Context: an optimization exercise on an open-source flow, tuned for small area, a short achievable clock period and few clock cycles. The choices shown serve that exercise and are no tape-out recipe. The RTL was checked by simulation tests, not by an equivalence proof against the original design. Power figures rest on the tool's default switching activity, not on a simulated workload.

<file path="flow/constraint.sdc">
create_clock -name core_clock -period 12.0 [get_ports {clk}]
set_input_delay 2.4000 -clock core_clock [delete_from_list [all_inputs] [get_ports {clk}]]
set_output_delay 2.4000 -clock core_clock [all_outputs]
set_load 0.01 [all_outputs]
</file>
<file path="flow/config.mk">
export PLATFORM = sky130hd
export DESIGN_NAME = bitcopy_core
export DESIGN_NICKNAME = bitcopy_core
export VERILOG_FILES = /design/flow/design.v
export SDC_FILE = /design/flow/constraint.sdc
export NUM_CORES = 4
export LEC_CHECK = 0
export CAP_MARGIN = 20
export CORE_MARGIN = 2
export CORE_UTILIZATION = 40
export SLEW_MARGIN = 20
</file>
<file path="flow/design.v">
module bitcopy_f16pack (
    input  wire [31:0] f,
    output reg  [15:0] h
);
    wire [7:0]  e = f[30:23];
    wire [11:0] n = {1'b1, f[22:12]};
    wire [3:0]  k = 4'd113 - e[3:0];           
    reg  [14:0] base;
    reg         rb;
    reg  [11:0] sh;
    always @* begin
        sh = n >> k;                             
        if (e > 8'd113) begin
            base = {e[4:0] - 5'd16, f[22:13]};   
            rb   = f[12];
        end else begin
            base = {4'd0, sh[11:1]};
            rb   = sh[0];
        end
        if (e == 8'hFF)
            h = {f[31], (f[22:0] != 23'd0) ? 15'h7E00 : 15'h7C00};
        else if (e >= 8'd143)
            h = {f[31], 15'h7C00};
        else if (e < 8'd101)
            h = {f[31], 15'd0};
        else
            h = {f[31], base + {14'd0, rb}};
    end
endmodule
module bitcopy_f16unpack (
    input  wire [15:0] h,
    output reg  [31:0] f
);
    wire [4:0] e = h[14:10];
    wire [9:0] m = h[9:0];
    reg  [3:0] k;
    reg  [9:0] frac;
    integer i;
    always @* begin
        k = 4'd0;
        for (i = 0; i < 10; i = i + 1)
            if (m[i]) k = i[3:0];
        frac = m << (4'd10 - k);
        if (e == 5'd0 && m == 10'd0)
            f = {h[15], 31'd0};
        else if (e == 5'd0)
            f = {h[15], {4'd0, k} + 8'd103, frac, 13'd0};
        else if (e != 5'd31)
            f = {h[15], {3'd0, e} + 8'd112, m, 13'd0};
        else
            f = {h[15], 8'hFF, m, 13'd0};
    end
endmodule
module bitcopy_core (
    input  wire        clk,
    input  wire        rst,
    input  wire        host_we,
    input  wire [3:0]  host_addr,
    input  wire [63:0] host_wdata,
    output reg         busy,
    output reg         done,
    output reg  [7:0]  status,
    output reg  [63:0] res,
    output wire [31:0] mem_addr,
    output reg         mem_re,
    output reg         mem_we,
    output reg  [7:0]  mem_wdata,
    input  wire [7:0]  mem_rdata
);
    localparam [3:0] R_CMD = 4'd0, R_DBASE = 4'd2, R_DOFF = 4'd3, R_SBASE = 4'd4,
                     R_SOFF = 4'd5, R_CLEN = 4'd6, R_CAP = 4'd7, R_VAL = 4'd8;
    localparam [4:0] OP_COPY = 5'h01, OP_SATLEN = 5'h02, OP_SETBIT = 5'h03,
                     OP_SETU = 5'h04, OP_SETI = 5'h05, OP_SETF16 = 5'h06,
                     OP_SETF32 = 5'h07, OP_SETF64 = 5'h08, OP_GETBIT = 5'h09,
                     OP_GETU8 = 5'h0A, OP_GETU16 = 5'h0B, OP_GETU32 = 5'h0C,
                     OP_GETU64 = 5'h0D, OP_GETF16 = 5'h0E, OP_GETF32 = 5'h0F,
                     OP_GETF64 = 5'h10, OP_F16PACK = 5'h11, OP_F16UNPACK = 5'h12;
    localparam [1:0] ST_SUCCESS = 2'd0, ST_INVALID = 2'd2, ST_TOO_SMALL = 2'd3;
    localparam [2:0] S_IDLE = 3'd0, S_SETUP = 3'd1, S_RUN = 3'd2, S_BLOAD = 3'd3,
                     S_BDEC = 3'd4, S_TAIL = 3'd5, S_F16 = 3'd6;
    localparam [1:0] T_NONE = 2'd0, T_SRC = 2'd1, T_DH = 2'd2, T_DT = 2'd3;
    reg [31:0] dbase, doff, sbase, soff, clen, cap;
    reg [63:0] val;
    reg [2:0]  state;
    wire [4:0] c_op  = host_wdata[4:0];
    wire [6:0] c_len = host_wdata[14:8];
    reg        c_legal;
    reg  [6:0] c_flen;      
    always @* begin
        c_flen  = 7'd0;
        c_legal = (host_wdata[7:5] == 3'd0) && (host_wdata[31:15] == 17'd0);
        case (c_op)
            OP_COPY, OP_SATLEN, OP_F16PACK, OP_F16UNPACK: c_legal = c_legal && (c_len == 7'd0);
            OP_SETBIT, OP_GETBIT: begin c_legal = c_legal && (c_len == 7'd0); c_flen = 7'd1;  end
            OP_SETF16, OP_GETF16: begin c_legal = c_legal && (c_len == 7'd0); c_flen = 7'd16; end
            OP_SETF32, OP_GETF32: begin c_legal = c_legal && (c_len == 7'd0); c_flen = 7'd32; end
            OP_SETF64, OP_GETF64: begin c_legal = c_legal && (c_len == 7'd0); c_flen = 7'd64; end
            OP_SETU, OP_SETI, OP_GETU64: begin c_legal = c_legal && (c_len <= 7'd64); c_flen = c_len; end
            OP_GETU8:  begin c_legal = c_legal && (c_len <= 7'd8);  c_flen = c_len; end
            OP_GETU16: begin c_legal = c_legal && (c_len <= 7'd16); c_flen = c_len; end
            OP_GETU32: begin c_legal = c_legal && (c_len <= 7'd32); c_flen = c_len; end
            default: c_legal = 1'b0;
        endcase
    end
    reg       legal;
    reg [6:0] flen;
    reg       flen_z, av_lo_z, cnd0, cnd1;
    reg       is_copy, is_set, is_get, k_sat, k_pack, k_unpack, k_setbit, k_setf16, k_getf16;
    wire [35:0] avail_d  = {1'b0, cap, 3'b000} - {4'd0, doff};
    wire        av_neg   = avail_d[35];
    wire [36:0] sat_d    = {2'b0, cap, 3'b000} - {5'd0, doff} - {5'd0, clen};
    reg         sat_okq;      
    wire [31:0] satlen   = sat_okq ? clen : av_negq ? 32'd0 : avail_d[31:0];
    wire [2:0]  cl_t     = clen[2:0] - 3'd1;
    wire [3:0]  cl_dt    = {1'b0, cl_t} + {1'b0, doff[2:0]};
    wire [1:0]  nd_inc   = {1'b0, (clen[2:0] != 3'd0) || (doff[2:0] != 3'd0)}
                           + {1'b0, (clen[2:0] != 3'd0) && cl_dt[3]};
    wire [2:0]  nd_lo    = {1'b0, clen[4:3]} + {1'b0, nd_inc};
    wire [29:0] nd_copy  = (clen == 32'd0) ? 30'd0 :
                           {{1'b0, clen[31:5]} + {27'd0, nd_lo[2]}, nd_lo[1:0]};
    reg         av_negq, av_bigq;
    reg  [6:0]  av_loq;
    wire        fits     = av_bigq || (av_loq >= flen);
    wire        too_small = av_negq || !fits;
    wire [6:0]  sget     = fits ? flen : av_loq;
    wire [15:0] pack_out;
    wire [31:0] unpack_out;
    bitcopy_f16pack   u_pack   (.f(val[31:0]), .h(pack_out));
    bitcopy_f16unpack u_unpack (.h((state == S_F16) ? res[15:0] : val[15:0]), .f(unpack_out));
    reg [31:0] sp, dp;            
    reg        bwd;               
    reg        src_mem, dst_mem;  
    reg        tail_src;          
    reg [29:0] dleft;             
    reg        last;              
    reg [1:0]  b_r, b_v;          
    reg        e_q, c_q;
    reg [2:0]  sh_q, dm_q, tb_q;
    reg        pf_q, pl_q;        
    reg        first;
    reg [7:0]  w0, w1, w2;        
    reg [7:0]  dold_h, dold_t;
    reg        dvh, dvt, dqh, dqt;
    reg [1:0]  rtag;
    reg [2:0]  vidx, lane;
    reg        tail_pend;         
    wire        in_tail = (state == S_TAIL);
    wire        use_a   = is_get && !fits;
    wire [2:0]  f_sm    = is_get ? doff[2:0] : 3'd0;
    wire [2:0]  f_dm    = is_set ? doff[2:0] : 3'd0;
    wire [2:0]  f_t     = flen[2:0] - 3'd1;
    wire [3:0]  f_dt    = {1'b0, f_t} + {1'b0, f_dm};
    wire [3:0]  f_st    = {1'b0, f_t} + {1'b0, f_sm};
    wire [3:0]  f_nd    = flen_z ? 4'd0 :
                          {1'b0, flen[6:3]} + {3'd0, (flen[2:0] != 3'd0) || (f_dm != 3'd0)}
                          + {3'd0, (flen[2:0] != 3'd0) && f_dt[3]};
    wire        f_e     = (f_sm < f_dm);
    wire        f_c     = f_e ? !f_dt[3] || f_st[3] : f_st[3] && !f_dt[3];
    wire [2:0]  f_tb    = f_dm + flen[2:0];
    wire [2:0]  a_t     = av_loq[2:0] - 3'd1;
    wire [3:0]  a_st    = {1'b0, a_t} + {1'b0, doff[2:0]};
    wire [3:0]  a_nd    = {1'b0, av_loq[6:3]} + {3'd0, av_loq[2:0] != 3'd0};
    wire        a_c     = a_st[3];
    wire [2:0]  k_t     = clen[2:0] - 3'd1;
    wire [3:0]  k_dt    = {1'b0, k_t} + {1'b0, doff[2:0]};
    wire [3:0]  k_st    = {1'b0, k_t} + {1'b0, soff[2:0]};
    wire        k_e     = (soff[2:0] < doff[2:0]);
    wire        k_c     = k_e ? !k_dt[3] || k_st[3] : k_st[3] && !k_dt[3];
    wire [2:0]  p_sm    = in_tail ? 3'd0 : is_copy ? soff[2:0] : f_sm;
    wire [2:0]  p_dm    = in_tail ? 3'd0 : is_copy ? doff[2:0] : f_dm;
    wire        p_nd0   = is_copy ? cnd0 : is_set ? flen_z : (flen_z || (!fits && av_lo_z));
    wire        p_nd1   = in_tail ? 1'b1 : is_copy ? cnd1 : use_a ? (a_nd == 4'd1) : (f_nd == 4'd1);
    wire        s_e     = in_tail ? 1'b0 : is_copy ? k_e : f_e;
    wire        s_c     = in_tail ? 1'b0 : is_copy ? k_c : use_a ? a_c : f_c;
    wire [2:0]  s_tb    = in_tail ? clen[2:0] : is_copy ? doff[2:0] + clen[2:0] :
                          use_a ? av_loq[2:0] : f_tb;
    wire [3:0]  nd_fld  = use_a ? a_nd : f_nd;
    wire        idle    = (state == S_IDLE);
    wire [28:0] nb      = clen[31:3];
    wire [3:0]  set_tail = ({1'b0, doff[2:0]} + {1'b0, flen[2:0]} - 4'd1) >> 3;
    reg         blq;          
    wire        cin     = in_tail;
    wire [31:0] sa_x    = blq ? sp : sbase;
    wire [31:0] sa_y    = blq ? {3'd0, nb} : {3'd0, soff[31:3]};
    wire [32:0] sa_s    = {sa_x, 1'b1} + {sa_y, cin};
    wire [31:0] sa      = sa_s[32:1];
    wire [31:0] da_x    = blq ? dp : dbase;
    wire [31:0] da_y    = blq ? {3'd0, nb} : {3'd0, doff[31:3]};
    wire [32:0] da_s    = {da_x, 1'b1} + {da_y, cin};
    wire [31:0] da      = da_s[32:1];
    wire [3:0]  st_k    = {3'd0, set_tail[0]} + flen[6:3];
    wire [4:0]  st_lo   = {1'b0, dp[3:0]} + {1'b0, st_k};
    wire [31:0] st      = {dp[31:4] + {27'd0, st_lo[4]}, st_lo[3:0]};
    reg  a_wr, a_rs, a_rh, a_rt, a_fv, sel_sp;
    wire running   = (state == S_RUN);
    wire need_hi   = e_q || (sh_q != 3'd0);
    wire        n_running = running && !(a_wr && last);
    wire        n_first   = first && !a_wr;
    wire        n_last    = a_wr ? (dleft == 30'd2) : last;
    wire [1:0]  n_b_r     = b_r - {1'b0, a_wr} + {1'b0, a_rs || a_fv};
    wire [1:0]  n_b_v     = b_v - {1'b0, a_wr} + {1'b0, (rtag == T_SRC) || a_fv};
    wire        n_dvh     = dvh || (rtag == T_DH);
    wire        n_dvt     = dvt || (rtag == T_DT);
    wire        n_dqh     = dqh || a_rh;
    wire        n_dqt     = dqt || a_rt;
    wire        le3       = (dleft[29:2] == 28'd0);
    wire        le4       = le3 || (dleft == 30'd4);
    wire [1:0]  n_dl      = dleft[1:0] - {1'b0, a_wr};
    wire [2:0]  n_dlc     = {1'b0, n_dl} + {2'd0, c_q};
    wire        n_iss     = (a_wr ? le4 : le3) && (n_dlc == {1'b0, n_b_r});
    wire d_srcok = n_b_v[1] || ((n_b_v == 2'd1) && (!need_hi || (n_iss && !a_rs)));
    wire d_ndh   = n_first && pf_q;
    wire d_ndt   = n_last && !n_first && pl_q;
    wire d_oldok = (!d_ndh || n_dvh) && (!d_ndt || n_dvt);
    wire d_wr    = n_running && d_srcok && d_oldok;
    wire d_wrm   = d_wr && dst_mem;
    wire d_rh    = n_running && !d_wrm && d_ndh && !n_dqh;
    wire d_rt    = n_running && !d_wrm && !d_rh && pl_q && !n_dqt && (tail_src || d_ndt);
    wire [1:0] d_bre = n_b_r - {1'b0, d_wr};
    wire d_want  = n_running && !n_iss && (d_bre != 2'd3);
    wire d_rs    = d_want && src_mem && !d_wrm && !d_rh && !d_rt;
    wire d_fv    = d_want && !src_mem;
    reg [7:0] vbyte;
    always @* begin
        if (k_setbit)
            vbyte = {7'd0, (val != 64'd0)};
        else if (k_setf16)
            vbyte = vidx[0] ? pack_out[15:8] : pack_out[7:0];
        else
            vbyte = val[{vidx, 3'b000} +: 8];
    end
    function [7:0] funnel(input [1:0] bv, input [7:0] x0, input [7:0] x1, input [7:0] x2,
                          input [2:0] sh);
        reg [15:0] pr;
        begin
            case (bv)
                2'd3:    pr = {x1, x0};
                2'd2:    pr = {x2, x1};
                default: pr = {x2, x2};
            endcase
            pr = pr >> sh;
            funnel = pr[7:0];
        end
    endfunction
    function [7:0] umask(input fst, input lst, input [2:0] dm, input [2:0] tb);
        begin
            umask = (fst ? (8'hFF << dm) : 8'hFF) &
                    ((lst && tb != 3'd0) ? ~(8'hFF << tb) : 8'hFF);
        end
    endfunction
    wire [7:0]  mask   = umask(first, last, dm_q, tb_q);
    wire        cap_s  = (rtag == T_SRC);
    wire        cap_n  = cap_s || a_fv;
    wire [7:0]  n_w2   = cap_s ? mem_rdata : a_fv ? vbyte : w2;
    wire [7:0]  n_w1   = cap_n ? w2 : w1;
    wire [7:0]  n_w0   = cap_n ? w1 : w0;
    wire [7:0]  n_dh   = (rtag == T_DH) ? mem_rdata : dold_h;
    wire [7:0]  n_dt   = (rtag == T_DT) ? mem_rdata : dold_t;
    wire [7:0]  n_fb   = funnel(n_b_v, n_w0, n_w1, n_w2, sh_q);
    wire [7:0]  n_mask = umask(n_first, n_last, dm_q, tb_q);
    wire [7:0]  n_dold = n_first ? n_dh : n_dt;
    wire [7:0]  n_wb   = (n_dold & ~n_mask) | (n_fb & n_mask);
    assign mem_addr  = sel_sp ? sp : dp;
    always @(posedge clk) begin
        if (host_we && !busy) begin
            case (host_addr)
                R_DBASE: dbase <= host_wdata[31:0];
                R_DOFF:  doff  <= host_wdata[31:0];
                R_SBASE: sbase <= host_wdata[31:0];
                R_SOFF:  soff  <= host_wdata[31:0];
                R_CLEN:  clen  <= host_wdata[31:0];
                R_CAP:   cap   <= host_wdata[31:0];
                R_VAL:   val   <= host_wdata;
                default: ;
            endcase
        end
    end
    wire go_copy_bwd_w;
    wire go_run = in_tail || (legal && !p_nd0 &&
                  (is_copy ? !go_copy_bwd_w : is_set ? !too_small : is_get));
    assign go_copy_bwd_w = go_copy_bwd;
    wire go_copy_bwd = (soff[2:0] == 3'd0) && (doff[2:0] == 3'd0) && (nb != 29'd0) &&
                       (dp > sp);
    always @(posedge clk) begin
        w0 <= n_w0;
        w1 <= n_w1;
        w2 <= n_w2;
        dold_h <= n_dh;
        dold_t <= n_dt;
        mem_wdata <= n_wb;
        if (rst) begin
            state  <= S_IDLE;
            busy   <= 1'b0;
            done   <= 1'b0;
            status <= 8'd0;
            rtag   <= T_NONE;
            blq    <= 1'b0;
            a_wr   <= 1'b0;
            a_rs   <= 1'b0;
            a_rh   <= 1'b0;
            a_rt   <= 1'b0;
            a_fv   <= 1'b0;
            mem_re <= 1'b0;
            mem_we <= 1'b0;
            sel_sp <= 1'b0;
        end else begin
            done <= 1'b0;
            blq  <= 1'b0;
            rtag <= a_rs ? T_SRC : a_rh ? T_DH : a_rt ? T_DT : T_NONE;
            a_wr   <= d_wr;
            a_rs   <= d_rs;
            a_rh   <= d_rh;
            a_rt   <= d_rt;
            a_fv   <= d_fv;
            mem_re <= d_rs || d_rh || d_rt;
            mem_we <= d_wrm;
            sel_sp <= d_rs || (d_rt && tail_src);
            case (state)
                S_IDLE: begin
                    if (host_we && host_addr == R_CMD) begin
                        legal    <= c_legal;
                        flen     <= c_flen;
                        flen_z   <= (c_flen == 7'd0);
                        av_lo_z  <= av_neg || (avail_d[6:0] == 7'd0);
                        cnd0     <= (clen == 32'd0);
                        cnd1     <= (nd_copy == 30'd1);
                        is_copy  <= (c_op == OP_COPY);
                        is_set   <= (c_op >= OP_SETBIT) && (c_op <= OP_SETF64);
                        is_get   <= (c_op >= OP_GETBIT) && (c_op <= OP_GETF64);
                        k_sat    <= (c_op == OP_SATLEN);
                        k_pack   <= (c_op == OP_F16PACK);
                        k_unpack <= (c_op == OP_F16UNPACK);
                        k_setbit <= (c_op == OP_SETBIT);
                        k_setf16 <= (c_op == OP_SETF16);
                        k_getf16 <= (c_op == OP_GETF16);
                        sat_okq  <= !sat_d[36];
                        state   <= S_SETUP;
                        busy    <= 1'b1;
                        sp      <= sa;
                        dp      <= da;
                        dleft   <= nd_copy;
                        av_negq <= av_neg;
                        av_bigq <= !av_neg && (avail_d[34:7] != 28'd0);
                        av_loq  <= av_neg ? 7'd0 : avail_d[6:0];
                    end
                end
                S_SETUP, S_TAIL: begin
                    bwd      <= 1'b0;
                    src_mem  <= !is_set;
                    dst_mem  <= !is_get;
                    tail_src <= is_set && !in_tail;
                    if (in_tail) begin
                        sp    <= sa;
                        dp    <= da;
                        dleft <= 30'd1;
                    end else if (is_get) begin
                        sp    <= dp;
                        dleft <= {26'd0, nd_fld};
                    end else if (is_set) begin
                        sp    <= st;
                        dleft <= {26'd0, nd_fld};
                    end
                    last    <= p_nd1;
                    b_r     <= {1'b0, s_e};
                    b_v     <= {1'b0, s_e};
                    e_q     <= s_e;
                    c_q     <= s_c;
                    sh_q    <= p_sm - p_dm;
                    dm_q    <= p_dm;
                    tb_q    <= s_tb;
                    pf_q    <= !is_get && ((p_dm != 3'd0) || (p_nd1 && (s_tb != 3'd0)));
                    pl_q    <= !is_get && !p_nd1 && (s_tb != 3'd0);
                    first   <= 1'b1;
                    dvh     <= 1'b0;
                    dvt     <= 1'b0;
                    dqh     <= 1'b0;
                    dqt     <= 1'b0;
                    vidx    <= 3'd0;
                    lane    <= 3'd0;
                    tail_pend <= 1'b0;
                    state   <= S_RUN;
                    a_rs    <= go_run && !is_set;
                    mem_re  <= go_run && (!is_set || (doff[2:0] != 3'd0));
                    sel_sp  <= go_run && !is_set;
                    a_rh    <= go_run && is_set && (doff[2:0] != 3'd0);
                    a_fv    <= go_run && is_set;
                    if (!in_tail) begin
                        if (!legal) begin
                            status <= {6'd0, ST_INVALID};
                            done   <= 1'b1;
                            busy   <= 1'b0;
                            state  <= S_IDLE;
                        end else if (k_sat) begin
                            res    <= {32'd0, satlen};
                            status <= {6'd0, ST_SUCCESS};
                            done   <= 1'b1;
                            busy   <= 1'b0;
                            state  <= S_IDLE;
                        end else if (k_pack) begin
                            res    <= {48'd0, pack_out};
                            status <= {6'd0, ST_SUCCESS};
                            done   <= 1'b1;
                            busy   <= 1'b0;
                            state  <= S_IDLE;
                        end else if (k_unpack) begin
                            res    <= {32'd0, unpack_out};
                            status <= {6'd0, ST_SUCCESS};
                            done   <= 1'b1;
                            busy   <= 1'b0;
                            state  <= S_IDLE;
                        end else if (is_set && too_small) begin
                            status <= {6'd0, ST_TOO_SMALL};
                            done   <= 1'b1;
                            busy   <= 1'b0;
                            state  <= S_IDLE;
                        end else begin
                            if (is_get) res <= 64'd0;
                            if (is_copy && go_copy_bwd) begin
                                state <= S_BLOAD;
                                blq   <= 1'b1;
                            end else if (p_nd0) begin
                                status <= {6'd0, ST_SUCCESS};
                                done   <= 1'b1;
                                busy   <= 1'b0;
                                state  <= S_IDLE;
                            end
                        end
                    end
                end
                S_BLOAD: begin
                    sp        <= sa;
                    dp        <= da;
                    bwd       <= 1'b1;
                    dleft     <= {1'b0, nb};
                    last      <= (nb == 29'd1);
                    c_q       <= 1'b0;
                    tb_q      <= 3'd0;
                    pf_q      <= 1'b0;
                    pl_q      <= 1'b0;
                    tail_pend <= (clen[2:0] != 3'd0);
                    state     <= S_BDEC;
                end
                S_BDEC: begin
                    sp    <= sp - 32'd1;
                    dp    <= dp - 32'd1;
                    state <= S_RUN;
                    a_rs   <= 1'b1;
                    mem_re <= 1'b1;
                    sel_sp <= 1'b1;
                end
                S_RUN: begin
                    if (a_wr) begin
                        dleft <= dleft - 30'd1;
                        last  <= n_last;
                        first <= 1'b0;
                        if (dst_mem) dp <= bwd ? dp - 32'd1 : dp + 32'd1;
                        else res[{lane, 3'b000} +: 8] <= mem_wdata & mask;
                        lane  <= lane + 3'd1;
                        if (last) begin
                            if (tail_pend) begin
                                state <= S_TAIL;
                                blq   <= 1'b1;
                            end else if (k_getf16) begin
                                state <= S_F16;
                            end else begin
                                status <= {6'd0, ST_SUCCESS};
                                done   <= 1'b1;
                                busy   <= 1'b0;
                                state  <= S_IDLE;
                            end
                        end
                    end
                    if (a_rs) sp <= bwd ? sp - 32'd1 : sp + 32'd1;
                    if (a_fv) vidx <= vidx + 3'd1;
                    b_r <= n_b_r;
                    b_v <= n_b_v;
                    dqh <= n_dqh;
                    dqt <= n_dqt;
                    dvh <= n_dvh;
                    dvt <= n_dvt;
                end
                S_F16: begin
                    res    <= {32'd0, unpack_out};
                    status <= {6'd0, ST_SUCCESS};
                    done   <= 1'b1;
                    busy   <= 1'b0;
                    state  <= S_IDLE;
                end
                default: begin
                    state <= S_IDLE;
                    busy  <= 1'b0;
                end
            endcase
        end
    end
endmodule
</file>
<file path="flow/run.sh">
#!/bin/bash
# synth_recipe.tcl (not shown) runs the flow's synth.tcl, then flattens the netlist and writes it again
# the make line also repeats each setting of config.mk as NAME=value (left out here)
make -C /OpenROAD-flow-scripts/flow DESIGN_CONFIG=/design/flow/config.mk WORK_HOME=/design/flow/orfs CLKGATE_MAP_FILE= SYNTH_SCRIPT=/design/flow/synth_recipe.tcl finish
</file>
==> reports/metrics.yaml, run 1 <==
critical_path:
  cp_common_cell: "ha_1"
  slowest_stage: "edfxtp_1"
  cp-end-kind: "flip-flop"
  rrSetupSlack_ns: 5.96
  r2r_cells: 27
  critical_path.max_fanout: 11
  start_kind: "flip-flop"
  max_stage_delay_ns: 0.55
  crit_type: "reg2reg"
  worstReg2RegEnd: "sp[30]"
  r2r-start: "doff[2]"
  worstPathArrival_ns: 6.51
  cp_data_required_time_ns: 12.47
timing:
  final.setup.tns_ns: 0
  worst_pin_slew_ns: 1.078
  finalCritPeriodShare_pct: 50.33
  finalSetupViolCount: 0
  fmax_mhz: 165.6
  report.final.slew_viol_count: 0
  rsz0062_at_grt: "false"
  hold_violations: 0
  finalClockSkew_ns: 0.03253
  fin_crit_ns: 6.040
  slew_headroom_pct: 28.16
die:
  die_x_um: 316.6
  pin_count: 195
  core-area_mm2: 0.09671
  dieArea_mm2: 0.1002
  rows: 114
  die_height_um: 316.6
  start_util_pct: 40.41
place:
  dp_hpwl_um: 106100
  port_buffers: 188
  gp_congestion: 0.9685
grt:
  gr-usage-all-layers_pct: 27.98
  antenna_found_initial: 4
  grt_pass1_vias: 32287
  grt.overflow.total: 0
  grt_pass1_wl_um: 211700
  grt_max_degree: 89
run:
  maxCapViolCount: 0
hold_path:
  worstHoldStart: "status[1]"
  hold-path-endpoint: "status[1]"
  hold_depth: 2
  holdCritPathClass: "reg2reg"
yosys:
  yosysWarnings: 4
  ys_seq_area_share_pct: 40.14
  synth_edf_count: 479
  ys_async_sr_fraction_pct: 0
  synth_area_mm2: 0.03908
  synthFlopType: "edfxtp_1"
  avgSynthCellArea_um2: 9.497
  ys_types: 104
  syn_inst: 4115
  ys_seq_elements: 544
pwr:
  swShare_pct: 27.08
  ir_worst_vdd_uv: 102.0
  pwr-share-comb_pct: 11.2
  powerDensity_mw_per_mm2: 105.7
  power.switching_mw: 1.270
  internal_power_mw: 3.420
  clockPowerShare_pct: 42.2
  p_seq_share_pct: 46.6
  leakagePower_nw: 16.27
route:
  wl_um: 143400
  vias_per_cell: 6.265
  wl_met3_um: 12630
  drc_errors: 0
  wl_met2_um: 63320
  met1_length_um: 62850
  routedWlPerCell_um: 25.90
  drtAntennaViolNets: 0
  highest_layer: "met5"
  drt_iter0_drc: 4080
  dr.pass1.iters: 6
  via_count: 34690
clock_tree:
  cts_resized: 0
  clockBufferDepth: 3
  cts_setup_buffers: 0
  hold_buffers: 0
  clkSlewWorstSetupHoldPaths_ns: 0.06
  clockRootBuffer: "clkbuf_16"
  htree_levels: 3
  cts_made_buffers: 66
  cts.sinks: 544
  clkLatencyLatePin_ns: 0.65
  cts_tree: "yes"
cells_and_area:
  post-route-util_pct: 45.90
  syn_to_final_growth_pct: 13.59
  drive_gt1_share_pct: 9.108
  fin_nets: 4529
status:
  status: "timing/DRC/antenna clean"
## flip-flops by register name (all words and copies together), names as in the netlist, 7 cells and up
signal,count
res,64
val,64
cap,32
clen,32
dbase,32
doff,32
dp,32
sbase,32
soff,32
sp,32
dleft,30
dold_h,8
mem_wdata,8
w0,8
w1,8
w2,8
av_loq,7
dold_t,7
flen,7
## power by group through the flow
stage	sequential [mW]	combinational [mW]	clock, mW
after CTS	2.18	0.515	2.00
after global placement	2.22	0.508	0
final	2.19	0.524	1.98
after global routing	2.19	0.567	2.07
after detailed placement	2.22	0.512	0
after floorplan	2.19	0.323	0
## cell usage after synthesis, drive strengths merged (40+ instances only)
| library cell | n | area [um2] |
|---|---|---|
| nor2b | 46 | 287.8 |
| o21ai | 290 | 1459 |
| o22ai | 54 | 337.8 |
| nand2 | 318 | 1194 |
| nor4 | 67 | 419.2 |
| nor3 | 117 | 585.6 |
| a211oi | 40 | 310.3 |
| a31oi | 42 | 262.8 |
| dfxtp | 65 | 1301 |
| inv | 231 | 867.1 |
| a22oi | 106 | 795.8 |
| mux2i | 67 | 670.6 |
| nand3 | 113 | 565.5 |
| a21o | 70 | 526.8 |
| nand2b | 49 | 306.5 |
| edfxtp | 479 | 14380 |
| xnor2 | 121 | 1067 |
| mux2 | 132 | 1490 |
| o221ai | 47 | 411.6 |
| xor2 | 69 | 611.8 |
| nor2 | 307 | 1152 |
| ha | 232 | 2903 |
| a21oi | 223 | 1116 |
| and3 | 46 | 287.8 |
| clkbuf | 204 | 769.5 |
## worst max-delay path by stage
stage	startpoint	to	cells after the start	slack (ns)
final	doff[2]	sp[30]	27	5.96
after global placement	doff[2]	sp[30]	27	6.13
after floorplan	rst	res[0]	3	4.28
after detailed placement	doff[2]	sp[30]	27	6.01
after CTS	doff[2]	sp[30]	27	6.00
after global routing	doff[2]	sp[30]	27	5.27
## worst max-delay path, delay by kind of cell (launching register included)
family / cells / cell delay (ns)
xor gates and xnor gates: 1 / 0.15
adders and majority gates: 7 / 1.85
buffers and inverters: 5 / 0.51
AOI/OAI and AO/OA: 4 / 0.58
DFF: 1 / 0.55
and+or+nand+nor: 10 / 2.21
## through the flow
stage | instances | power, mW | cell area, um2 | hold slack, ns | setup WS [ns]
after CTS | 5533 | 4.704 | 44330 | 0.4598 | 6.000
after global placement | 5415 | 2.732 | 42250 | 0.4452 | 6.129
after global routing | 5536 | 4.830 | 44390 | 0.4820 | 5.266
after floorplan | 4120 | 2.509 | 39100 | 0.4283 | 4.280
after detailed placement | 5415 | 2.736 | 42250 | 0.4520 | 6.012
final | 5537 | 4.691 | 44390 | 0.4623 | 5.960
## final cells by class
type	count	area (um2)
Fill cell	9236	52320
Tap cell	1276	1597
Antenna cell	1	2.502
Timing Repair Buffer	258	2430
Clock buffer	87	1802
Multi-Input combinational cell	3099	21670
Clock inverter	31	282.8
Sequential cell	544	15690
Inverter	241	918.4
## layout by cell type, fill, tap and decap left out, types with 113 or more instances in the layout
cell,netlist,final
a21oi_1,223,222
inv_1,231,230
xnor2_1,120,120
mux2_2,128,128
edfxtp_1,479,479
nor2_1,307,299
clkdlybuf4s50_1,0,188
ha_1,232,232
nand2_1,318,317
nand3_1,113,113
o21ai_0,278,276
## cells by family after synthesis
logic type      synth area share (%)
simple gates                   15.85
compound gates                 20.10
flops                          40.14
buf+inv                        4.761
fa+ha+maj                      7.863
mux                            6.989
xor+xnor                       4.297
other cells                 0.009596
## per-layer routing
layer	GRT usage, %	vias up
li1	-	15790
met1	39.64	17009
met2	42.82	1635
met3	5.703	252
met4	8.769	4
met5	0	-
Testbench counts, summed over its fixed seeds: cycles 44,238.
==> run 2: changes to the inputs <==
==> flow/flow/run.sh (new file) <==
#!/bin/bash
# Standard layout (the standard.sh, unchanged), with the resizer's
# timing repair asked to aim 8 ns below the clock period.
set -e
export SETUP_SLACK_MARGIN=8
bash standard.sh > standard.log 2>&1
==> flow/standard.sh (new file) <==
#!/bin/bash
# synth_recipe.tcl (not shown) runs the flow's synth.tcl, then flattens the netlist and writes it again
# the make line also repeats each setting of config.mk as NAME=value (left out here)
make -C /OpenROAD-flow-scripts/flow DESIGN_CONFIG=/design/flow/config.mk WORK_HOME=/design/flow/orfs CLKGATE_MAP_FILE= SYNTH_SCRIPT=/design/flow/synth_recipe.tcl "${@:-finish}"
removed: flow/run.sh
==> run 2 against run 1 <==
  * Clock-buffer cell count fell by 9
  * Non-clock buffer count rose by 304
  * Core utilization rose by 5.9 points
  * Global-route usage rose by 2.2 points
  * Die area did not move
  * Combinational power rose by 21%
  * Critical path depth fell by 1
  * Synthesized cell count did not move
  * Sequential share of layout area fell by 4.0 points
  * Area after synthesis did not move
  * Wire length rose by 9.5%
  * Critical endpoint is now sp[31]
  * Largest power group unchanged
==> reports/metrics.yaml, run 2 <==
yosys:
  synth_area_mm2: 0.03908  # unchanged
  synth.top_cell.area_share_pct: 36.81  # unchanged
  synth_top_area_cell: "edfxtp_1"
  synth.area.top_cells: "edfxtp_1 (37%), ha_1 (7.4%), mux2_2 (3.7%)"
  synth_edf_count: 479  # unchanged
  syn_inst: 4115  # unchanged
  yosysWarnings: 4  # unchanged
  synthFlopType: "edfxtp_1"
  ys_seq_elements: 544  # unchanged
  avgSynthCellArea_um2: 9.497  # unchanged
  ys_async_sr_fraction_pct: 0  # unchanged
  synthTopCellsByCount: "edfxtp_1 (479), nand2_1 (318), nor2_1 (307)"
  post-synth-top-count-cell: "edfxtp_1"
  ys_types: 104  # unchanged
  ys_seq_area_share_pct: 40.14  # unchanged
die:
  die_x_um: 316.6  # unchanged
  dieArea_mm2: 0.1002  # unchanged
  pin_count: 195  # unchanged
  die_height_um: 316.6  # unchanged
  core-area_mm2: 0.09671  # unchanged
  rows: 114  # unchanged
  start_util_pct: 40.41  # unchanged
route:
  drt_iter0_drc: 4554  # +12%
  drc_errors: 0  # unchanged
  routedWlPerCell_um: 26.88  # +3.8%
  vias_per_cell: 6.295  # +0.48%
  drtAntennaViolNets: 0  # unchanged
  dr.pass1.iters: 6  # unchanged
  wl_um: 157100  # +9.5%
  via_count: 36784  # +6.0%
pwr:
  ir_worst_vdd_uv: 93.82  # -8.0%
  power_mw: 4.924  # +5.0%
  powerDensity_mw_per_mm2: 98.25  # -7.0%
  leakagePower_nw: 18.95  # +16%
cells_and_area:
  drive_gt1_share_pct: 23.39  # +14 points
  fill_cells: 8816  # -4.5%
  syn_to_final_growth_pct: 28.25
  final_common_cell: "edfxtp_1"
  multi_input_area_mm2: 0.02409  # +11%
  finalNonFillerCells: 5843  # +5.5%
  reg_top3: "res: 64 flops, val: 64 flops"
  fin_nets: 4837  # +6.8%
  seq_area_mm2: 0.01571  # about the same
  diodes: 0  # -1
  final_cell_mix: "edfxtp_1 (479), nand2_1 (300), nor2_1 (281)"
clock_tree:
  cts_made_buffers: 66  # unchanged
  clockBufferDepth: 3  # unchanged
  htree_levels: 3  # unchanged
  clkSlewWorstSetupHoldPaths_ns: 0.06  # about the same
  clkLatencyLatePin_ns: 0.65  # about the same
  cts_tree: "yes"
  hold_buffers: 0  # unchanged
  clockRootBuffer: "clkbuf_16"
  cts.sinks: 544  # unchanged
place:
  gp_congestion: 0.9730  # +0.46%
  dp_hpwl_um: 107400  # +1.3%
  pre_cts_slack_ns: 6.346  # +0.3332 ns
  port_buffers: 188  # unchanged
  dp_cells: 5413  # -0.037%
critical_path:
  path_buf_inv: 4  # -1
  crit_type: "reg2reg"
  start_kind: "flip-flop"
  cp_data_required_time_ns: 12.37  # -0.10 ns
  worstPathArrival_ns: 5.22  # -1.29 ns
  cp_common_cell: "ha_4"
  cp-end-kind: "flip-flop"
  critical_path.max_fanout: 3  # -8
  max_stage_delay_ns: 0.41  # -0.14 ns
  cpLargestDelayFamily: "simple AND/OR/NAND/NOR gates"
  slowest_stage: "edfxtp_1"
timing:
  finalSetupViolCount: 0  # unchanged
  finalClockSkew_ns: 0.03691  # +0.004374 ns
  fmax_mhz: 206.3  # +25%
  slew_headroom_pct: 29.89  # +1.7 points
  setup_ws_ns: 7.153  # +1.192 ns
  fin_crit_ns: 4.847  # -1.192 ns
  finalCritPeriodShare_pct: 40.39  # -9.9 points
  report.final.slew_viol_count: 0  # unchanged
  worst_pin_slew_ns: 1.052  # -0.02582 ns
  hold_violations: 0  # unchanged
  final.setup.tns_ns: 0  # unchanged
  rsz0062_at_grt: "true"
grt:
  grt_pass1_vias: 34199  # +5.9%
  grt_max_degree: 65  # -27%
  grt.overflow.total: 0  # unchanged
  grt_pass1_wl_um: 227000  # +7.2%
  gr-usage-all-layers_pct: 30.18  # +2.2 points
  antenna_found_initial: 4  # unchanged
run:
  maxCapViolCount: 0  # unchanged
hold_path:
  holdCritPathClass: "reg2reg"
status:
  status: "timing/DRC/antenna clean"
==> run 2: changes by cell type in the layout (fill, tap and decap cells not counted), sizes merged <==
cell / previous run / this run
buf: 70 / 398
diode: 1 / 0
clkdlybuf4s50: 188 / 82
dlymetal6s2s: 0 / 18
clkinvlp: 2 / 5
dlygate4sd2: 0 / 54
xor2: 69 / 70
bufbuf: 0 / 4
clkinv: 32 / 29
inv: 236 / 238
bufinv: 2 / 8
clkbuf: 87 / 84
nor2: 307 / 310
==> run 2: power breakdown <==
part / internal, mW / leakage, nW / total (mW) / switching [mW]
clock: 1.20 / 1.06 / 2.11 / 0.911
sequential: 2.12 / 4.89 / 2.18 / 0.0615
combinational: 0.259 / 13.0 / 0.633 / 0.374
total: 3.58 / 19.0 / 4.92 / 1.35
==> run 2: timing repair <==
action,4_1_cts,5_1_grt
resized for setup,508,260
endpoints found under the setup margin,474,265
cloned,16,2
buffers inserted,206,89
pin swaps,122,113
==> run 2: final cells by class <==
type                       count  share of cell area (%)
multi-input combinational   3103                   48.07
clock buffer                  78                   3.448
sequential                   544                   31.34
timing repair buffer         562                   11.04
clock inverter                39                  0.9787
inverter                     241                   1.945
tap                         1276                   3.186
==> run 2: final timing paths <==
check / depth (start not counted) / to / slack (ns) / start
setup reg to reg: 26 / sp[31] / 7.15 / doff[2]
hold reg to reg: 2 / status[1] / 0.46 / status[1]
hold / removal: 2 / status[1] / 0.46 / status[1]
setup / recovery: 26 / sp[31] / 7.15 / doff[2]
==> run 2: stage by stage <==
step,hold slack [ns],util (%),instance area [um2]
floorplan,0.4283,-,39890
CTS,0.4610,49.97,48320
global placement,0.4402,44.24,42780
global route,0.4810,51.82,50120
detailed placement,0.4472,44.25,42790
finish,0.4568,51.82,50120
==> run 2: worst min-delay path, stage by stage, from the launching register on <==
cell and delay (ns):
dfxtp_1 0.31, nand2_1 0.05, a21oi_1 0.05
==> run 2: logic make-up (layout without fill, tap and decap cells) <==
kind of cell | Yosys count | count (layout) | share of synthesized area, %
mux | 224 | 224 | 6.989
other cells | 1 | 6 | 0.009596
fa+ha+maj | 241 | 241 | 7.863
simple gates | 1259 | 1262 | 15.85
flops | 544 | 544 | 40.14
xor+xnor | 190 | 191 | 4.297
buf+inv | 477 | 920 | 4.761
compound gates | 1179 | 1179 | 20.10
==> run 2: layer usage <==
metal	up-vias	wire (um)	track usage (%)	part of all wire [%]
met4	6	5411	9.745	3.4
met3	286	14620	5.598	9.3
met1	18210	67580	43.31	43
met5	-	35	0	0.022
li1	16399	-	-	-
met2	1883	69430	45.81	44
==> run 3: changes to the inputs <==
--- a/flow/design.v
+++ b/flow/design.v
@@ -78,5 +78,5 @@
     localparam [1:0] ST_SUCCESS = 2'd0, ST_INVALID = 2'd2, ST_TOO_SMALL = 2'd3;
     localparam [2:0] S_IDLE = 3'd0, S_SETUP = 3'd1, S_RUN = 3'd2, S_BLOAD = 3'd3,
-                     S_BDEC = 3'd4, S_TAIL = 3'd5, S_F16 = 3'd6;
+                     S_BDEC = 3'd4, S_TAIL = 3'd5, S_F16 = 3'd6, S_RUN0 = 3'd7;
     localparam [1:0] T_NONE = 2'd0, T_SRC = 2'd1, T_DH = 2'd2, T_DT = 2'd3;
     reg [31:0] dbase, doff, sbase, soff, clen, cap;
@@ -119,4 +119,14 @@
     wire [29:0] nd_copy  = (clen == 32'd0) ? 30'd0 :
                            {{1'b0, clen[31:5]} + {27'd0, nd_lo[2]}, nd_lo[1:0]};
+    wire        c_copy   = (c_op == OP_COPY);
+    wire        c_set    = (c_op >= OP_SETBIT) && (c_op <= OP_SETF64);
+    wire        c_get    = (c_op >= OP_GETBIT) && (c_op <= OP_GETF64);
+    wire        c_flen_z = (c_flen == 7'd0);
+    wire        c_av_big = !av_neg && (avail_d[34:7] != 28'd0);
+    wire [6:0]  c_av_lo  = av_neg ? 7'd0 : avail_d[6:0];
+    wire        c_fits   = !av_neg && (c_av_big || (c_av_lo >= c_flen));
+    wire        fast_cp  = c_legal && c_copy && (clen != 32'd0);
+    wire        fast_get = c_legal && c_get && !c_flen_z && (c_av_big || (c_av_lo != 7'd0));
+    wire        fast_set = c_legal && c_set && !c_flen_z && c_fits;
     reg         av_negq, av_bigq;
     reg  [6:0]  av_loq;
@@ -176,4 +186,13 @@
                           use_a ? av_loq[2:0] : f_tb;
     wire [3:0]  nd_fld  = use_a ? a_nd : f_nd;
+    wire        pf_c    = !is_get && ((p_dm != 3'd0) || (p_nd1 && (s_tb != 3'd0)));
+    wire        pl_c    = !is_get && !p_nd1 && (s_tb != 3'd0);
+    wire [29:0] nd_all  = is_copy ? dleft : {26'd0, nd_fld};
+    wire [2:0]  c0_nc   = {1'b0, nd_all[1:0]} + {2'd0, s_c};
+    wire        c0_iss  = (nd_all[29:2] == 28'd0) && (c0_nc == {1'b0, s_e} + 3'd1);
+    wire        c0_rh   = pf_c && !a_rh;
+    wire        c0_rt   = !c0_rh && is_set && pl_c;
+    wire        c0_rs   = !c0_iss && !is_set && !c0_rh;
+    wire        c0_fv   = !c0_iss && is_set;
     wire        idle    = (state == S_IDLE);
     wire [28:0] nb      = clen[31:3];
@@ -221,4 +240,5 @@
     wire d_rs    = d_want && src_mem && !d_wrm && !d_rh && !d_rt;
     wire d_fv    = d_want && !src_mem;
+    wire g_wr    = d_wr && !dst_mem;
     reg [7:0] vbyte;
     always @* begin
@@ -249,5 +269,4 @@
         end
     endfunction
-    wire [7:0]  mask   = umask(first, last, dm_q, tb_q);
     wire        cap_s  = (rtag == T_SRC);
     wire        cap_n  = cap_s || a_fv;
@@ -308,5 +327,5 @@
             blq  <= 1'b0;
             rtag <= a_rs ? T_SRC : a_rh ? T_DH : a_rt ? T_DT : T_NONE;
-            a_wr   <= d_wr;
+            a_wr   <= d_wr && dst_mem;
             a_rs   <= d_rs;
             a_rh   <= d_rh;
@@ -315,5 +334,5 @@
             mem_re <= d_rs || d_rh || d_rt;
             mem_we <= d_wrm;
-            sel_sp <= d_rs || (d_rt && tail_src);
+            sel_sp <= (d_rs && !is_get) || (d_rt && tail_src);
             case (state)
                 S_IDLE: begin
@@ -335,5 +354,11 @@
                         k_getf16 <= (c_op == OP_GETF16);
                         sat_okq  <= !sat_d[36];
-                        state   <= S_SETUP;
+                        state   <= (fast_cp || fast_get || fast_set) ? S_RUN0 : S_SETUP;
+                        vidx    <= 3'd0;
+                        a_rs    <= fast_cp || fast_get;
+                        a_fv    <= fast_set;
+                        a_rh    <= fast_set && (doff[2:0] != 3'd0);
+                        mem_re  <= fast_cp || fast_get || (fast_set && (doff[2:0] != 3'd0));
+                        sel_sp  <= fast_cp;
                         busy    <= 1'b1;
                         sp      <= sa;
@@ -345,5 +370,5 @@
                     end
                 end
-                S_SETUP, S_TAIL: begin
+                S_SETUP, S_TAIL, S_RUN0: begin
                     bwd      <= 1'b0;
                     src_mem  <= !is_set;
@@ -354,14 +379,16 @@
                         dp    <= da;
                         dleft <= 30'd1;
-                    end else if (is_get) begin
-                        sp    <= dp;
-                        dleft <= {26'd0, nd_fld};
-                    end else if (is_set) begin
-                        sp    <= st;
-                        dleft <= {26'd0, nd_fld};
+                    end else if (state == S_RUN0) begin
+                        if (is_get) begin
+                            dp    <= dp + 32'd1;
+                            dleft <= {26'd0, nd_fld};
+                        end else if (is_set) begin
+                            sp    <= st;
+                            dleft <= {26'd0, nd_fld};
+                        end else if (!go_copy_bwd) begin
+                            sp    <= sp + 32'd1;
+                        end
                     end
                     last    <= p_nd1;
-                    b_r     <= {1'b0, s_e};
-                    b_v     <= {1'b0, s_e};
                     e_q     <= s_e;
                     c_q     <= s_c;
@@ -369,21 +396,52 @@
                     dm_q    <= p_dm;
                     tb_q    <= s_tb;
-                    pf_q    <= !is_get && ((p_dm != 3'd0) || (p_nd1 && (s_tb != 3'd0)));
-                    pl_q    <= !is_get && !p_nd1 && (s_tb != 3'd0);
+                    pf_q    <= pf_c;
+                    pl_q    <= pl_c;
                     first   <= 1'b1;
                     dvh     <= 1'b0;
                     dvt     <= 1'b0;
-                    dqh     <= 1'b0;
+                    dqh     <= a_rh;
                     dqt     <= 1'b0;
-                    vidx    <= 3'd0;
                     lane    <= 3'd0;
                     tail_pend <= 1'b0;
                     state   <= S_RUN;
-                    a_rs    <= go_run && !is_set;
-                    mem_re  <= go_run && (!is_set || (doff[2:0] != 3'd0));
-                    sel_sp  <= go_run && !is_set;
-                    a_rh    <= go_run && is_set && (doff[2:0] != 3'd0);
-                    a_fv    <= go_run && is_set;
-                    if (!in_tail) begin
+                    if (in_tail) begin
+                        b_r    <= 2'd0;
+                        b_v    <= 2'd0;
+                        vidx   <= 3'd0;
+                        a_rs   <= 1'b1;
+                        mem_re <= 1'b1;
+                        sel_sp <= 1'b1;
+                    end else begin
+                        b_r    <= {1'b0, s_e} + 2'd1;
+                        b_v    <= {1'b0, s_e} + {1'b0, is_set};
+                        if (is_set) vidx <= 3'd1;
+                        if (is_get && state == S_RUN0) res <= 64'd0;
+                        a_wr   <= 1'b0;
+                        a_rs   <= c0_rs;
+                        a_rh   <= c0_rh;
+                        a_rt   <= c0_rt;
+                        a_fv   <= c0_fv;
+                        mem_re <= c0_rs || c0_rh || c0_rt;
+                        mem_we <= 1'b0;
+                        sel_sp <= (c0_rs && !is_get) || c0_rt;
+                        if (state == S_RUN0 && is_copy && go_copy_bwd) begin
+                            a_rs   <= 1'b0;
+                            a_rh   <= 1'b0;
+                            a_rt   <= 1'b0;
+                            a_fv   <= 1'b0;
+                            mem_re <= 1'b0;
+                            sel_sp <= 1'b0;
+                            state  <= S_BLOAD;
+                            blq    <= 1'b1;
+                        end
+                    end
+                    if (state == S_SETUP) begin
+                        a_rs   <= 1'b0;
+                        a_rh   <= 1'b0;
+                        a_rt   <= 1'b0;
+                        a_fv   <= 1'b0;
+                        mem_re <= 1'b0;
+                        sel_sp <= 1'b0;
                         if (!legal) begin
                             status <= {6'd0, ST_INVALID};
@@ -419,5 +477,5 @@
                                 state <= S_BLOAD;
                                 blq   <= 1'b1;
-                            end else if (p_nd0) begin
+                            end else begin
                                 status <= {6'd0, ST_SUCCESS};
                                 done   <= 1'b1;
@@ -439,4 +497,6 @@
                     pl_q      <= 1'b0;
                     tail_pend <= (clen[2:0] != 3'd0);
+                    b_r       <= 2'd0;
+                    b_v       <= 2'd0;
                     state     <= S_BDEC;
                 end
@@ -450,10 +510,10 @@
                 end
                 S_RUN: begin
-                    if (a_wr) begin
+                    if (a_wr || g_wr) begin
                         dleft <= dleft - 30'd1;
-                        last  <= n_last;
+                        last  <= (dleft == 30'd2);
                         first <= 1'b0;
-                        if (dst_mem) dp <= bwd ? dp - 32'd1 : dp + 32'd1;
-                        else res[{lane, 3'b000} +: 8] <= mem_wdata & mask;
+                        if (a_wr) dp <= bwd ? dp - 32'd1 : dp + 32'd1;
+                        else res[{lane, 3'b000} +: 8] <= n_fb & n_mask;
                         lane  <= lane + 3'd1;
                         if (last) begin
@@ -471,8 +531,11 @@
                         end
                     end
-                    if (a_rs) sp <= bwd ? sp - 32'd1 : sp + 32'd1;
+                    if (a_rs) begin
+                        if (is_get) dp <= dp + 32'd1;
+                        else sp <= bwd ? sp - 32'd1 : sp + 32'd1;
+                    end
                     if (a_fv) vidx <= vidx + 3'd1;
-                    b_r <= n_b_r;
-                    b_v <= n_b_v;
+                    b_r <= n_b_r - {1'b0, g_wr};
+                    b_v <= n_b_v - {1'b0, g_wr};
                     dqh <= n_dqh;
                     dqt <= n_dqt;
==> flow/run.sh (new file) <==
#!/bin/bash
# synth_recipe.tcl (not shown) runs the flow's synth.tcl, then flattens the netlist and writes it again
# the make line also repeats each setting of config.mk as NAME=value (left out here)
make -C /OpenROAD-flow-scripts/flow DESIGN_CONFIG=/design/flow/config.mk WORK_HOME=/design/flow/orfs CLKGATE_MAP_FILE= SYNTH_SCRIPT=/design/flow/synth_recipe.tcl finish
removed: flow/flow/run.sh
removed: flow/standard.sh
==> run 3 against run 2 <==
  * Hold slack gained 0.016 ns
  * Area after synthesis grew 6.3%
  * Non-clock buffer count shrank 280
  * Flip-flop and latch count shrank 3
  * Combinational power grew 6.0%
  * Die area grew 6.2%
  * Via count grew 4.9%
  * Clock-buffer cell count grew 6
  * Setup slack lost 1.8 ns
  * Core utilization shrank 6.0 points
  * Synthesized cell count grew 11%
  * Sequential power is essentially flat
  * Critical endpoint is now res[8]
==> reports/metrics.yaml, run 3 <==
status:
  status: "timing/DRC/antenna clean"
clock_tree:
  htree_levels: 3  # unchanged
  clockBufferDepth: 3  # unchanged
  cts_tree: "yes"
  clkLatencyLatePin_ns: 0.67  # +0.02 ns
  cts.sinks: 541  # -0.55%
  clkSlewWorstSetupHoldPaths_ns: 0.05  # about the same
  clockRootBuffer: "clkbuf_16"
  cts_resized: 0  # -100%
  hold_buffers: 0  # unchanged
  cts_setup_buffers: 0  # -100%
  cts_made_buffers: 69  # +4.5%
critical_path:
  start_kind: "flip-flop"
  crit_type: "reg2reg"
  path_cells: "buf_4, inv_2, ha_1, xor2_1, nor2_1, o32ai_1, a22o_1, ha_1, ha_1, a21boi_0, o211ai_1, or4_4, xor2_1, a21oi_1, o311ai_1, mux2_2, nor2_1, o32a_1, o21ai_1"
  cp-end-kind: "flip-flop"
  cp_data_required_time_ns: 12.50  # +0.13 ns
  max_stage_delay_ns: 0.72  # +0.31 ns
  rrSetupSlack_ns: 5.37  # -1.78 ns
  slowest_stage: "xor2_1"
  cp_common_cell: "ha_1"
  cpLargestDelayFamily: "compound AO/OA/AOI/OAI gates"
  path_buf_inv: 2  # -2
  critical_path.max_fanout: 25  # +22
  worstPathArrival_ns: 7.13  # +1.91 ns
run:
  maxCapViolCount: 0  # unchanged
timing:
  final.setup.tns_ns: 0  # unchanged
  hold_violations: 0  # unchanged
  finalSetupViolCount: 0  # unchanged
  fin_crit_ns: 6.632  # +1.785 ns
  fmax_mhz: 150.8  # -27%
  worst_pin_slew_ns: 1.255  # +0.2034 ns
  slew_headroom_pct: 15.44  # -14 points
  rsz0062_at_grt: "false"
  setup_ws_ns: 5.368  # -1.785 ns
  finalCritPeriodShare_pct: 55.26  # +15 points
  report.final.slew_viol_count: 0  # unchanged
  finalClockSkew_ns: 0.02805  # -0.008859 ns
  timing.hold.ws_ns: 0.4731  # +0.01628 ns
grt:
  grt_pass1_wl_um: 244800  # +7.8%
  antenna_found_initial: 5  # +1
  grt_max_degree: 68  # +4.6%
  grt.overflow.total: 0  # unchanged
  gr-usage-all-layers_pct: 30.68  # +0.50 points
  grt_pass1_vias: 35629  # +4.2%
place:
  dp_cells: 5985  # +11%
  port_buffers: 188  # unchanged
  gp_congestion: 0.9954  # +2.3%
  pre_cts_slack_ns: 5.519  # -0.8263 ns
  dp_hpwl_um: 127200  # +18%
die:
  die_height_um: 326.3  # +3.1%
  core-area_mm2: 0.1032  # +6.7%
  die_x_um: 326.3  # +3.1%
  dieArea_mm2: 0.1065  # +6.2%
  start_util_pct: 40.26  # -0.15 points
  rows: 118  # +3.5%
  pin_count: 195  # unchanged
pwr:
  powerDensity_mw_per_mm2: 105.7  # +7.6%
  ir_worst_vdd_uv: 148.0  # +58%
  leakagePower_nw: 17.45  # -7.9%
yosys:
  synth.area.top_cells: "edfxtp_1 (34%), ha_1 (7.3%), o21ai_0 (4.3%)"
  synth_top_area_cell: "edfxtp_1"
  synth_edf_count: 477  # -0.42%
  ys_async_sr_fraction_pct: 0  # unchanged
  ys_seq_elements: 541  # -0.55%
  post-synth-top-count-cell: "edfxtp_1"
  ys_types: 118  # +13%
  avgSynthCellArea_um2: 9.085  # -4.3%
  synthFlopType: "edfxtp_1"
  synth.top_cell.area_share_pct: 34.48  # -2.3 points
  synthTopCellsByCount: "edfxtp_1 (477), nand2_1 (415), o21ai_0 (357)"
  ys_seq_area_share_pct: 37.56  # -2.6 points
  synth_area_mm2: 0.04155  # +6.3%
  yosysWarnings: 4  # unchanged
  syn_inst: 4573  # +11%
cells_and_area:
  final_common_cell: "edfxtp_1"
  syn_to_final_growth_pct: 13.73
  fin_nets: 5006  # +3.5%
  final_cell_mix: "edfxtp_1 (477), nand2_1 (415), o21ai_0 (355)"
  fill_cells: 9947  # +13%
  reg_top3: "res: 64 flops, val: 64 flops"
  drive_gt1_share_pct: 9.512  # -14 points
  finalNonFillerCells: 6115  # +4.7%
route:
  drt_iter0_drc: 4886  # +7.3%
  via_count: 38602  # +4.9%
  vias_per_cell: 6.313  # +0.27%
  dr.pass1.iters: 6  # unchanged
  drtAntennaViolNets: 0  # unchanged
  wl_um: 168700  # +7.4%
  drc_errors: 0  # unchanged
  routedWlPerCell_um: 27.58  # +2.6%
hold_path:
  holdCritPathClass: "reg2reg"
run 3: final timing paths:
path                            startpoint      to  cells past startpoint
worst max-delay path               val[24]  res[8]                     19
worst min-delay path                 w0[1]   w0[1]                      1
worst max register to register     val[24]  res[8]                     19
worst min register to register       w0[1]   w0[1]                      1
run 3: cell type report:
class	instances	area (um2)	share of cell area (%)
Timing Repair Buffer	282	2587	5.476
Inverter	260	975.9	2.065
Clock inverter	42	431.7	0.9135
Sequential cell	541	15610	33.04
Multi-Input combinational cell	3522	24080	50.95
Tap cell	1380	1727	3.654
Clock buffer	84	1833	3.879
Antenna cell	4	10.01	0.02118
run 3: cell families (layout without fill, tap and decap cells):
| family | after synthesis | in the layout | share of synthesized area (%) |
|---|---|---|---|
| AOI/OAI and AO/OA | 1388 | 1388 | 22.01 |
| adders and majority gates | 254 | 254 | 7.776 |
| muxes | 220 | 220 | 6.336 |
| and+or+nand+nor | 1429 | 1429 | 16.73 |
| DFF | 541 | 541 | 37.56 |
| xor gates and xnor gates | 225 | 225 | 4.761 |
| other | 1 | 10 | 0.009026 |
| buffers and inverters | 515 | 668 | 4.812 |
run 3: per-stage QoR:
step                      power (mW)  cell area [um2]  util [%]
after floorplan                2.628            41570         -
after global placement         2.894            44970     43.58
after detailed placement       2.902            44970     43.58
after CTS                      5.004            47240     45.77
after global routing           5.139            47250     45.78
final                          4.997            47250     45.79
run 3: layer usage:
layer	wire length (um)	GRT usage, %
met1	73330	43.78
met2	72920	45.88
met3	15560	5.702
met4	6818	11.86
met5	27	0
run 3: report_power, final:
group	internal, mW	switching, mW
sequential	2.14	0.0669
clock	1.18	0.939
combinational	0.264	0.407
Testbench counts of run 3, summed over its fixed seeds: cycles 40,934.
==> run 4: changes to the inputs <==
==> flow/flow/run.sh (new file) <==
#!/bin/bash
# Standard layout (the standard.sh, unchanged), with the resizer's
# timing repair asked to aim 8 ns below the clock period.
set -e
export SETUP_SLACK_MARGIN=8
bash standard.sh > standard.log 2>&1
==> flow/standard.sh (new file) <==
#!/bin/bash
# synth_recipe.tcl (not shown) runs the flow's synth.tcl, then flattens the netlist and writes it again
# the make line also repeats each setting of config.mk as NAME=value (left out here)
make -C /OpenROAD-flow-scripts/flow DESIGN_CONFIG=/design/flow/config.mk WORK_HOME=/design/flow/orfs CLKGATE_MAP_FILE= SYNTH_SCRIPT=/design/flow/synth_recipe.tcl "${@:-finish}"
removed: flow/run.sh
==> run 4 against run 3 <==
  * Core utilization increased by 6.5 points
  * Total power grew 5.5%
  * Hold slack got worse by 0.018 ns
  * Die area stayed put
  * Clock power increased by 4%
  * Critical path type unchanged
  * Critical endpoint is now sp[31]
  * Largest cell class unchanged
==> reports/metrics.yaml, run 4 <==
cells_and_area:
  syn_to_final_growth_pct: 29.84
  final_cell_mix: "edfxtp_1 (477), nand2_1 (401), buf_4 (316)"
  reg_top3: "res: 64 flops, val: 64 flops"
  final_design_area_no_fill_mm2: 0.05394  # +14%
  fin_nets: 5366  # +7.2%
  finalNonFillerCells: 6473  # +5.9%
  drive_gt1_share_pct: 24.69  # +15 points
  final_common_cell: "edfxtp_1"
grt:
  antenna_found_initial: 8  # +3
  grt_pass1_wl_um: 261700  # +6.9%
  gr-usage-all-layers_pct: 32.78  # +2.1 points
  grt_pass1_vias: 38756  # +8.8%
  grt_max_degree: 86  # +26%
  grt.overflow.total: 0  # unchanged
status:
  status: "timing/DRC/antenna clean"
route:
  drtAntennaViolNets: 0  # unchanged
  vias_per_cell: 6.375  # +0.99%
  dr.pass1.iters: 9  # +3
  routedWlPerCell_um: 28.10  # +1.9%
  wl_um: 181900  # +7.8%
  drc_errors: 0  # unchanged
  via_count: 41267  # +6.9%
  drt_iter0_drc: 5510  # +13%
clock_tree:
  clkLatencyLatePin_ns: 0.65  # -0.02 ns
  clockBufferDepth: 3  # unchanged
  cts.sinks: 541  # unchanged
  clockRootBuffer: "clkbuf_16"
  cts_tree: "yes"
  cts_made_buffers: 67  # -2.9%
  clkSlewWorstSetupHoldPaths_ns: 0.06  # about the same
  htree_levels: 3  # unchanged
  hold_buffers: 0  # unchanged
timing:
  finalSetupViolCount: 0  # unchanged
  fmax_mhz: 208.2  # +38%
  report.final.slew_viol_count: 0  # unchanged
  worst_pin_slew_ns: 1.272  # +0.01662 ns
  fin_crit_ns: 4.803  # -1.829 ns
  slew_headroom_pct: 14.82  # -0.62 points
  final.setup.tns_ns: 0  # unchanged
  finalCritPeriodShare_pct: 40.02  # -15 points
  finalClockSkew_ns: 0.04190  # +0.01385 ns
  hold_violations: 0  # unchanged
  rsz0062_at_grt: "true"
yosys:
  synthTopCellsByCount: "edfxtp_1 (477), nand2_1 (415), o21ai_0 (357)"
  synth_top_area_cell: "edfxtp_1"
  synth.top_cell.area_share_pct: 34.48  # unchanged
  avgSynthCellArea_um2: 9.085  # unchanged
  ys_seq_area_share_pct: 37.56  # unchanged
  post-synth-top-count-cell: "edfxtp_1"
  synth.area.top_cells: "edfxtp_1 (34%), ha_1 (7.3%), o21ai_0 (4.3%)"
  ys_async_sr_fraction_pct: 0  # unchanged
  syn_inst: 4573  # unchanged
  ys_seq_elements: 541  # unchanged
  synth_area_mm2: 0.04155  # unchanged
  yosysWarnings: 4  # unchanged
  synthFlopType: "edfxtp_1"
  ys_types: 118  # unchanged
  synth_edf_count: 477  # unchanged
critical_path:
  cp_common_cell: "ha_4"
  worstPathArrival_ns: 5.18  # -1.95 ns
  cp-end-kind: "flip-flop"
  max_stage_delay_ns: 0.47  # -0.25 ns
  crit_type: "reg2reg"
  r2r_cells: 27  # +8
  start_kind: "flip-flop"
  critical_path.max_fanout: 3  # -88%
  cp_data_required_time_ns: 12.37  # -0.13 ns
  slowest_stage: "edfxtp_1"
hold_path:
  hold_depth: 2  # +1
  holdCritPathClass: "reg2reg"
place:
  dp_hpwl_um: 127500  # +0.28%
  gp_congestion: 0.9723  # -2.3%
  dpl_cell_area_mm2: 0.04545  # +1.1%
  dp_cells: 5979  # -0.10%
  port_buffers: 188  # unchanged
pwr:
  ir_worst_vdd_uv: 95.35  # -36%
  powerDensity_mw_per_mm2: 97.69  # -7.6%
  leakagePower_nw: 20.42  # +17%
die:
  die_x_um: 326.3  # unchanged
  core-area_mm2: 0.1032  # unchanged
  start_util_pct: 40.26  # unchanged
  pin_count: 195  # unchanged
  die_height_um: 326.3  # unchanged
  rows: 118  # unchanged
  dieArea_mm2: 0.1065  # unchanged
run:
  maxCapViolCount: 0  # unchanged
## run 4: metrics by stage
step	hold WS, ns	util (%)	power (mW)	setup slack (ns)
2_1_floorplan	0.4466	-	2.641	6.945
3_3_place_gp	0.4520	44.03	2.906	5.487
3_5_place_dp	0.4507	44.04	2.914	5.485
4_1_cts	0.4598	50.49	5.219	7.220
5_1_grt	0.4738	52.27	5.401	7.014
6_report	0.4549	52.27	5.270	7.197
## run 4: final timing paths
check	slack [ns]	startpoint	end
max	7.20	doff[2]	sp[31]
min	0.45	status[1]	status[1]
max reg2reg	7.20	doff[2]	sp[31]
min reg2reg	0.45	status[1]	status[1]
## run 4: cell type report
| type | count | area [um2] |
|---|---|---|
| Antenna cell | 5 | 12.51 |
| Clock buffer | 84 | 1844 |
| Clock inverter | 37 | 509.2 |
| Fill cell | 9417 | 49260 |
| Inverter | 260 | 1006 |
| Multi-Input combinational cell | 3529 | 27080 |
| Sequential cell | 541 | 15630 |
| Tap cell | 1380 | 1727 |
| Timing Repair Buffer | 637 | 6137 |
## run 4: logic make-up (layout without fill, tap and decap cells)
kind of cell,count (synthesis),in the layout,share of synthesized area (%)
xor+xnor,225,225,4.761
compound gates,1388,1392,22.01
other cells,1,11,0.009026
buf+inv,515,1018,4.812
mux,220,220,6.336
fa+ha+maj,254,254,7.776
flops,541,541,37.56
simple gates,1429,1432,16.73
## run 4: metal layers
metal | share of wire, % | GRT usage [%] | vias to the layer above
li1 | - | - | 18136
met5 | 0.022 | 0 | -
met3 | 10 | 6.419 | 557
met4 | 6.2 | 18.12 | 6
met2 | 44 | 51.16 | 2548
met1 | 39 | 42.70 | 20020
## run 4: worst max-delay path: cells and delay by family, from the launching register on
family                     cells  cell delay (ns)
DFF                            1             0.47
xor gates and xnor gates       2             0.29
adders and majority gates      6             1.50
and+or+nand+nor                8             1.11
buffers and inverters          5             0.27
AOI/OAI and AO/OA              6             0.88
## run 4: what timing repair did
action / in CTS / in global routing
gates cloned: 15 / 1
setup buffers: 253 / 99
resized for setup: 716 / 252
pin swaps: 162 / 151
endpoints found under the setup margin: 570 / 538
## run 4: where the power goes
group	total, mW	switching, mW	internal (mW)
sequential	2.20	0.0587	2.14
clock	2.21	0.875	1.33
combinational	0.861	0.496	0.365

separate check: timing with driven ports:
The flow's constraints put no driver on any port. The routed layouts listed below were extracted and timed again, unchanged, in two steps.
Step 1, drivers: a clkbuf_16 drives clk and a buf_2 each remaining input, both assumed.
Step 2 moves the port delays by t, midway between the first and last clock arrival at a register: inputs arrive t later, outputs are due t later. That takes back most of the time a late clock gives input paths.
Three values: no drivers, after step 1, after step 2; two values: the first two.
run	shift t [ns]	slack for setup (ns)	worst setup path at the end
run 1	0.710	5.960 / 5.960 / 5.960	register to register
run 2	0.706	7.153 / 7.153 / 7.153	register to register
run 3	0.727	5.368 / 5.368 / 5.368	register to register
run 4	0.706	7.197 / 7.197 / 6.760	input to register
After both steps every run listed still meets setup and hold. For run 4, which loses most, drivers alone change the setup slack by 0.000 ns; drivers and shift together by -0.437 ns.
